This is an optimization exercise on Yosys and OpenROAD, whose aim is small area, a short achievable clock period and few clock cycles, not a production implementation.
RTL that was checked went through simulation tests only; none was proved equivalent to the original.

== delta ==
==> flow/design.v (excerpt) <==
module pft_lzd (
    input  wire        clk,
    input  wire        rst,           
    input  wire [7:0]  reg_addr,      
    input  wire        reg_we,
    input  wire [31:0] reg_wdata,
    output reg  [31:0] reg_rdata,
    output wire        irq,
    output reg         buf_en,
    output reg         buf_we,
    output reg  [16:0] buf_addr,
    output reg  [7:0]  buf_wdata,
    input  wire [7:0]  buf_rdata,
    output reg         out_re,
    output reg  [24:0] out_raddr,
    input  wire [7:0]  out_rdata,
    output reg         out_we,
    output reg  [24:0] out_waddr,
    output reg  [7:0]  out_wdata
);
Size: roughly 6,200 cells after synthesis, roughly 590 flip-flops, ~180 I/O pins, roughly 53,000 um2 of cells after synthesis.
Settings: LEC_CHECK=0, CAP_MARGIN=20, CORE_MARGIN=2, CORE_UTILIZATION=35, SLEW_MARGIN=20; clock period 12.0 ns.
run.sh (not shown) runs the stock make flow with config.mk's settings and CLKGATE_MAP_FILE= SYNTH_SCRIPT=/design/flow/synth_recipe.tcl, a recipe that flattens the netlist after the stock synthesis.
Testbench counts of delta, summed over its fixed seeds: cycles 434,464.
The following lists how epsilon was set up differently from delta:
- setting SETUP_SLACK_MARGIN to 4 for the first time
Results
- Looking at epsilon and delta, the first-pass GRT wire length is a wash.
- Number of antenna violations at the first check in global routing ended up 3 lower on epsilon than on delta.
- Routed metal-1 wirelength (higher): delta
- In epsilon, the global-route usage came out 0.23 points below the value in delta.

## the baseline
Another version of the RTL of pft_lzd (not shown whole).
For scale: ~510 flip-flops, about 0.047 sq mm of cells after synthesis.
export LEC_CHECK = 0
export CAP_MARGIN = 20
export CORE_MARGIN = 2
export CORE_UTILIZATION = 35
export SETUP_SLACK_MARGIN = 5
export SLEW_MARGIN = 20
create_clock -name core_clock -period 12.0 [get_ports {clk}]
standard.sh (not shown) runs the stock make flow with config.mk's settings and CLKGATE_MAP_FILE= SYNTH_SCRIPT=/design/flow/synth_recipe.tcl, a recipe that flattens the netlist after the stock synthesis.
==> flow/flow/run.sh <==
#!/bin/bash
# Own flow: the standard layout (standard.sh, unchanged synthesis), with the
# port buffers made of sky130_fd_sc_hd__buf_4 instead of the delay buffer that
# buffer_ports picks by default. Every port still gets its own buffer.
set -euo pipefail
W=$(pwd)
sed 's#^make -C \(.*\) "\${@:-finish}"$#make -C \1 "BUFFER_PORTS_ARGS=-buffer_cell sky130_fd_sc_hd__buf_4" "${@:-finish}"#' standard.sh > own_standard.sh
grep -q 'BUFFER_PORTS_ARGS=-buffer_cell sky130_fd_sc_hd__buf_4' own_standard.sh
bash own_standard.sh finish > make_finish.log 2>&1
test -s out/final.def
Changes in the candidate relative to the baseline:
- SETUP_SLACK_MARGIN: 5 -> 2.5
==> flow/run.sh (new file) <==
#!/bin/bash
# synth_recipe.tcl (not shown) runs the flow's synth.tcl, then flattens the netlist and writes it again
# the make line also repeats each setting of config.mk as NAME=value (left out here)
make -C /OpenROAD-flow-scripts/flow DESIGN_CONFIG=/design/flow/config.mk WORK_HOME=/design/flow/orfs CLKGATE_MAP_FILE= SYNTH_SCRIPT=/design/flow/synth_recipe.tcl finish
removed: flow/flow/run.sh
removed: flow/standard.sh
==> comparison <==
Min synthesis-to-finish area growth across the baseline and the candidate: the candidate
Diff the baseline -> the candidate: least setup slack across all paths after layout went down by 0.59 ns; final period demand of the worst path went up by 0.59 ns; worst hold slack was more or less identical; routed wire length went down by 7.3%.
The candidate vs the baseline, end point of the critical path: reg_rdata[9] vs reg_rdata[31]
On final design area excluding fillers, the higher figure sits with the baseline, not the candidate.
No run of this note included a check of the RTL's function; only the layout flow was run.

== build 48 ==
pft_lzd, a different RTL version from the one above (not shown whole).
For scale: about 580 flip-flops.
export LEC_CHECK = 0
export CAP_MARGIN = 20
export CORE_MARGIN = 2
export CORE_UTILIZATION = 35
export SETUP_SLACK_MARGIN = 3
export SLEW_MARGIN = 20
export SYNTH_HIERARCHICAL = 1
create_clock -name core_clock -period 12.0 [get_ports {clk}]
==> flow/flow/run.sh <==
#!/bin/bash
# Own flow: the standard layout (standard.sh, unchanged synthesis), with the
# port buffers made of sky130_fd_sc_hd__buf_4 instead of the delay buffer that
# buffer_ports picks by default. Every port still gets its own buffer.
set -euo pipefail
W=$(pwd)
sed 's#^make -C \(.*\) "\${@:-finish}"$#make -C \1 "BUFFER_PORTS_ARGS=-buffer_cell sky130_fd_sc_hd__buf_4" "${@:-finish}"#' standard.sh > own_standard.sh
grep -q 'BUFFER_PORTS_ARGS=-buffer_cell sky130_fd_sc_hd__buf_4' own_standard.sh
bash own_standard.sh finish > make_finish.log 2>&1
test -s out/final.def
Build 48 completed every stage of the flow, and the final layout passed the timing, design-rule and antenna checks.
[inputs] build 91 vs build 48
# build 48
export LEC_CHECK = 0
export CAP_MARGIN = 20
export CORE_MARGIN = 2
export CORE_UTILIZATION = 35
export SETUP_SLACK_MARGIN = 3
export SLEW_MARGIN = 20
export SYNTH_HIERARCHICAL = 1
create_clock -name core_clock -period 12.0 [get_ports {clk}]
# build 91
export LEC_CHECK = 0
export CAP_MARGIN = 20
export CORE_MARGIN = 2
export CORE_UTILIZATION = 35
export SETUP_SLACK_MARGIN = 3.5
export SLEW_MARGIN = 20
export SYNTH_HIERARCHICAL = 1
create_clock -name core_clock -period 12.0 [get_ports {clk}]
### Flow results
Wire length of the first global-routing pass of build 91 exceeds that of build 48 slightly. Sort build 91 and build 48 by fill cell total of the finished layout asc -> top: build 91. When the final numbers for build 91 and build 48 were put side by side, the number of iterations in the first detailed-routing pass turned out to be smaller in build 91. Changes observed in build 91 relative to build 48: pin slew with the least headroom to its limit -0.12 ns, sequential share of cell area -0.84 points, design area +1600 sq um. Fraction of area in multi-input gates essentially unchanged between build 91 and build 48. Taking build 48 as the reference, in build 91 arrival time of data at the critical path endpoint shows a reduction of 0.23 ns, wire length higher. Build 48 reports its last element of the critical path as reg_rdata[22] while build 91 reports reg_rdata[29].
diff inputs: build 91 => build 50
==> flow/flow/run.sh <==
#!/bin/bash
# Own flow: the standard layout (standard.sh, unchanged synthesis), with the
# port buffers made of sky130_fd_sc_hd__buf_1 instead of the delay buffer that
# buffer_ports picks by default (every port still gets its own buffer), and
# timing repair allowed to change a cell's footprint (MATCH_CELL_FOOTPRINT=0;
# detailed placement runs after every repair).
set -euo pipefail
W=$(pwd)
sed 's#^make -C \(.*\) "\${@:-finish}"$#make -C \1 "BUFFER_PORTS_ARGS=-buffer_cell sky130_fd_sc_hd__buf_1" MATCH_CELL_FOOTPRINT=0 "${@:-finish}"#' standard.sh > own_standard.sh
grep -q 'MATCH_CELL_FOOTPRINT=0' own_standard.sh
bash own_standard.sh finish > make_finish.log 2>&1
test -s out/final.def
### Flow results
Build 50 against build 91: HPWL after detailed placement saw an increase, share of cell area taken by flip-flops and latches increased 0.45 points, antenna cell count grew by 14, met3 wirelength from detailed routing climbed 8.1%. On total length of routed wires, the lower figure sits with build 91, not build 50. Build 50 vs build 91 — measured slew at the worst slew-check pin rose 0.0067 ns. On build 50: number of vias per cell is 0.056 higher than what build 91 gave.
No run of this note included a check of the RTL's function; only the layout flow was run.

Setup of run 1:
Another version of the RTL of pft_lzd (not shown whole).
Size: roughly 5600 cells after synthesis, about 510 flip-flops, roughly 45000 um2 of cells after synthesis.
==> flow/config.mk <==
export PLATFORM = sky130hd
export DESIGN_NAME = pft_lzd
export DESIGN_NICKNAME = pft_lzd
export VERILOG_FILES = /design/flow/design.v
export SDC_FILE = /design/flow/constraint.sdc
export NUM_CORES = 8
export LEC_CHECK = 0
export CAP_MARGIN = 20
export CORE_MARGIN = 2
export CORE_UTILIZATION = 35
export GPL_TIMING_DRIVEN = 0
export SETUP_SLACK_MARGIN = 3
export SLEW_MARGIN = 20
==> flow/constraint.sdc <==
create_clock -name core_clock -period 12.0 [get_ports {clk}]
set_input_delay 2.4000 -clock core_clock [delete_from_list [all_inputs] [get_ports {clk}]]
set_output_delay 2.4000 -clock core_clock [all_outputs]
set_load 0.01 [all_outputs]
==> flow/flow/run.sh <==
#!/bin/bash
# Own flow: the standard layout (standard.sh, unchanged synthesis), with the
# port buffers made of sky130_fd_sc_hd__buf_1 instead of the delay buffer that
# buffer_ports picks by default. Every port still gets its own buffer.
set -euo pipefail
W=$(pwd)
sed 's#^make -C \(.*\) "\${@:-finish}"$#make -C \1 "BUFFER_PORTS_ARGS=-buffer_cell sky130_fd_sc_hd__buf_1" "${@:-finish}"#' standard.sh > own_standard.sh
grep -q 'BUFFER_PORTS_ARGS=-buffer_cell sky130_fd_sc_hd__buf_1' own_standard.sh
bash own_standard.sh finish > make_finish.log 2>&1
test -s out/final.def
Testbench counts of run 1, summed over its fixed seeds: cycles 425,930.
Modified inputs, run 2 compared to run 1
- putting CTS_CLUSTER_DIAMETER at 100 where nothing was set
- putting CTS_CLUSTER_SIZE at 28 where nothing was set
- clearing GPL_TIMING_DRIVEN, which used to be 0
==> flow/flow/run.sh <==
#!/bin/bash
# Own flow: the standard layout (standard.sh, unchanged synthesis), with the
# port buffers made of sky130_fd_sc_hd__buf_1 instead of the delay buffer that
# buffer_ports picks by default (every port still gets its own buffer), and
# timing repair allowed to change a cell's footprint (MATCH_CELL_FOOTPRINT=0;
# detailed placement runs after every repair).
set -euo pipefail
W=$(pwd)
sed 's#^make -C \(.*\) "\${@:-finish}"$#make -C \1 "BUFFER_PORTS_ARGS=-buffer_cell sky130_fd_sc_hd__buf_1" MATCH_CELL_FOOTPRINT=0 "${@:-finish}"#' standard.sh > own_standard.sh
grep -q 'MATCH_CELL_FOOTPRINT=0' own_standard.sh
bash own_standard.sh finish > make_finish.log 2>&1
test -s out/final.def
==> results.txt <==
- Run 1 has a lower post-route worst setup slack than run 2.
- Final wirelength, run 2 vs run 1: down by more than 10%
- The wire length of the first global-routing pass of run 2 is lower than that of run 1.
- Comparing run 1 against run 2, there is no change at all in number of flip-flops and latches.
## Diff of input files: run 3 against run 2
- CTS_CLUSTER_SIZE removed (was 28)
- CTS_CLUSTER_DIAMETER removed (was 100)
- CORE_UTILIZATION changed from 35 to 45
==> flow/flow/run.sh <==
#!/bin/bash
# Own flow: the standard layout (standard.sh, unchanged synthesis), with the
# port buffers made of sky130_fd_sc_hd__buf_1 instead of the delay buffer that
# buffer_ports picks by default. Every port still gets its own buffer.
set -euo pipefail
W=$(pwd)
sed 's#^make -C \(.*\) "\${@:-finish}"$#make -C \1 "BUFFER_PORTS_ARGS=-buffer_cell sky130_fd_sc_hd__buf_1" "${@:-finish}"#' standard.sh > own_standard.sh
grep -q 'BUFFER_PORTS_ARGS=-buffer_cell sky130_fd_sc_hd__buf_1' own_standard.sh
bash own_standard.sh finish > make_finish.log 2>&1
test -s out/final.def
Notes after the runs:
Run 2 → run 3: count of clock-buffer cells in the layout shows an increase of 60, non-filler instance count after layout shows a reduction of about 5%. Between run 2 and run 3, the flow reports number of setup buffers added after CTS increasing by a little under 10%. Run 3 vs run 2: area growth from synthesis to final layout up. ~same detailed-route wire length in run 2 and run 3.

Starting RTL as in the previous note.
clock: 12.0 ns
lec_check: 0
cap_margin: 20
core_margin: 2
core_utilization: 35
setup_slack_margin: 3
slew_margin: 20
==> flow/flow/run.sh <==
#!/bin/bash
# Own flow: the standard layout (standard.sh, unchanged synthesis), with the
# port buffers made of sky130_fd_sc_hd__buf_2 instead of the delay buffer that
# buffer_ports picks by default. Every port still gets its own buffer.
set -euo pipefail
W=$(pwd)
sed 's#^make -C \(.*\) "\${@:-finish}"$#make -C \1 "BUFFER_PORTS_ARGS=-buffer_cell sky130_fd_sc_hd__buf_2" "${@:-finish}"#' standard.sh > own_standard.sh
grep -q 'BUFFER_PORTS_ARGS=-buffer_cell sky130_fd_sc_hd__buf_2' own_standard.sh
bash own_standard.sh finish > make_finish.log 2>&1
test -s out/final.def
The starting point completed with no timing, DRC or antenna violations.
Testbench counts at the start, summed over its fixed seeds: cycles 425,930.
Then changed:
==> flow/flow/run.sh (replaced) <==
#!/bin/bash
# Own flow: the standard layout (standard.sh, unchanged synthesis), with the
# port buffers made of sky130_fd_sc_hd__buf_1 instead of the delay buffer that
# buffer_ports picks by default (every port still gets its own buffer), and
# timing repair allowed to change a cell's footprint (MATCH_CELL_FOOTPRINT=0;
# detailed placement runs after every repair).
set -euo pipefail
W=$(pwd)
sed 's#^make -C \(.*\) "\${@:-finish}"$#make -C \1 "BUFFER_PORTS_ARGS=-buffer_cell sky130_fd_sc_hd__buf_1" MATCH_CELL_FOOTPRINT=0 "${@:-finish}"#' standard.sh > own_standard.sh
grep -q 'MATCH_CELL_FOOTPRINT=0' own_standard.sh
bash own_standard.sh finish > make_finish.log 2>&1
test -s out/final.def
Settings changed: CTS_CLUSTER_DIAMETER set to 100, CTS_CLUSTER_SIZE set to 20.
=>
- The changed run finished clean
- synthesized area stays the same
- global-route usage decreases by 0.71 points
- wire length decreases by 1.9%
- worst setup slack stays flat
- die area stays the same
Then changed:
Settings changed: CTS_CLUSTER_DIAMETER 100 to 120, CTS_CLUSTER_SIZE 20 to 22.
The changed run produced a clean layout; wire length hardly moves; non-clock buffer count goes up by 12; setup slack is better by 0.041 ns; synthesized cell count is unchanged; cell area goes down by about 0.33%; hold slack barely changes; flip-flop and latch count does not change; die area is unchanged; critical path depth goes down by 1.
Then changed:
Settings changed: CTS_CLUSTER_DIAMETER 120 to 110, CTS_CLUSTER_SIZE 22 to 24, SETUP_SLACK_MARGIN 3 to 3.2.
Wire length came out higher by a few percent.
Synthesized area does not change.
Cell count came out higher slightly.
Sequential share of layout area came out lower by 0.42 points.
Global-route usage came out higher by 0.69 points.
Design area came out higher slightly.
Via count stays flat.
Clock-buffer cell count came out higher by 3.
Non-clock buffer count came out higher by 36.
Then changed:
==> flow/flow/run.sh (replaced) <==
#!/bin/bash
# Own flow: the standard layout (standard.sh, unchanged synthesis), with the
# port buffers made of sky130_fd_sc_hd__buf_1 instead of the delay buffer that
# buffer_ports picks by default. Every port still gets its own buffer.
set -euo pipefail
W=$(pwd)
sed 's#^make -C \(.*\) "\${@:-finish}"$#make -C \1 "BUFFER_PORTS_ARGS=-buffer_cell sky130_fd_sc_hd__buf_1" "${@:-finish}"#' standard.sh > own_standard.sh
grep -q 'BUFFER_PORTS_ARGS=-buffer_cell sky130_fd_sc_hd__buf_1' own_standard.sh
bash own_standard.sh finish > make_finish.log 2>&1
test -s out/final.def
Settings changed: CTS_CLUSTER_DIAMETER 110 to not set, CTS_CLUSTER_SIZE 24 to not set, SETUP_SLACK_MARGIN 3.2 to 3.
Result: The changed run ran to the end with no violations. Sequential share of layout area falls by 0.24 points. Critical path depth rises by 2. Count of clock-buffer cells in the layout rises by 51.
Then changed:
==> flow/flow/run.sh (replaced) <==
#!/bin/bash
# Own flow: the standard layout (standard.sh, unchanged synthesis), with the
# port buffers made of sky130_fd_sc_hd__buf_1 instead of the delay buffer that
# buffer_ports picks by default (every port still gets its own buffer), and
# timing repair allowed to change a cell's footprint (MATCH_CELL_FOOTPRINT=0;
# detailed placement runs after every repair).
set -euo pipefail
W=$(pwd)
sed 's#^make -C \(.*\) "\${@:-finish}"$#make -C \1 "BUFFER_PORTS_ARGS=-buffer_cell sky130_fd_sc_hd__buf_1" MATCH_CELL_FOOTPRINT=0 "${@:-finish}"#' standard.sh > own_standard.sh
grep -q 'MATCH_CELL_FOOTPRINT=0' own_standard.sh
bash own_standard.sh finish > make_finish.log 2>&1
test -s out/final.def
Settings changed: CTS_CLUSTER_DIAMETER set to 110, CTS_CLUSTER_SIZE set to 24, GPL_ROUTABILITY_DRIVEN set to 0.
=>
- final area goes down by 2.7%
- flip-flop and latch count is unchanged
- fmax stays flat

what the ideal ports hide:
Ports are ideal in the flow. The routed layouts listed here were re-timed in OpenROAD.
Step 1, drivers: a clkbuf_16 drives clk and a buf_2 each remaining input, both assumed.
Step 2 adds t to the input delays and takes it off the output delays; t is the mean of the earliest and latest rising clock arrival at the registers after step 1. Input paths then give back, and output paths get back, about the clock's delay inside the block.
Three values: ideal, step 1, step 2; two values: the first two.
| run | shift t [ns] | setup slack, ns | hold slack, ns | worst setup path at the end | worst slew at a driven data input, ns |
|---|---|---|---|---|---|
| delta | 0.782 | 0.457 / 0.434 / 0.434 | 0.471 / 0.471 / 0.471 | input to output | 0.13 |
| epsilon | 0.801 | 1.874 / 1.789 / 1.826 | 0.475 / 0.475 / 0.475 | input to output | 0.10 |
| the baseline | 0.783 | 3.176 / 3.121 / 3.121 | 0.477 / 0.477 / 0.477 | input to output | 0.09 |
| the candidate | 0.768 | 2.588 / 2.496 / 2.496 | 0.476 / 0.476 / 0.476 | input to output | 0.13 |
| build 48 | 0.748 | 3.097 / 3.025 / 2.651 | 0.429 / 0.429 / 0.429 | input to register | 0.09 |
| build 91 | 0.736 | 3.331 / 3.269 / 3.238 | 0.448 / 0.448 / 0.448 | input to register | 0.06 |
| build 50 | 0.776 | 3.357 / 3.245 / 3.140 | 0.440 / 0.440 / 0.440 | input to register | 0.11 |
| run 1 | 0.770 | 2.870 / 2.788 / 2.750 | 0.468 / 0.468 / 0.468 | input to register | 0.07 |
| run 2 | 0.728 | 3.139 / 3.094 / 3.094 | 0.484 / 0.484 / 0.484 | input to output | 0.11 |
| run 3 | 0.753 | 3.065 / 2.964 / 2.964 | 0.473 / 0.473 / 0.473 | input to output | 0.15 |
| the first run of note 5 | 0.771 | 3.103 / 3.074 / 3.074 | 0.463 / 0.463 / 0.463 | input to output | 0.08 |
| the second run of note 5 | 0.730 | 3.105 / 3.060 / 3.060 | 0.483 / 0.483 / 0.483 | input to output | 0.11 |
| the third run of note 5 | 0.762 | 3.146 / 3.096 / 3.096 | 0.482 / 0.482 / 0.482 | input to output | 0.12 |
| the fourth run of note 5 | 0.699 | 3.044 / 2.922 / 2.922 | 0.478 / 0.478 / 0.478 | input to output | 0.18 |
| the fifth run of note 5 | 0.764 | 3.111 / 3.066 / 3.066 | 0.477 / 0.477 / 0.477 | input to output | 0.11 |
| the sixth run of note 5 | 0.761 | 3.116 / 3.030 / 3.030 | 0.477 / 0.477 / 0.477 | input to output | 0.12 |
After both steps setup and hold are still met in every run listed. For build 48, which loses most, drivers alone change the setup slack by -0.072 ns; drivers and shift together by -0.446 ns.
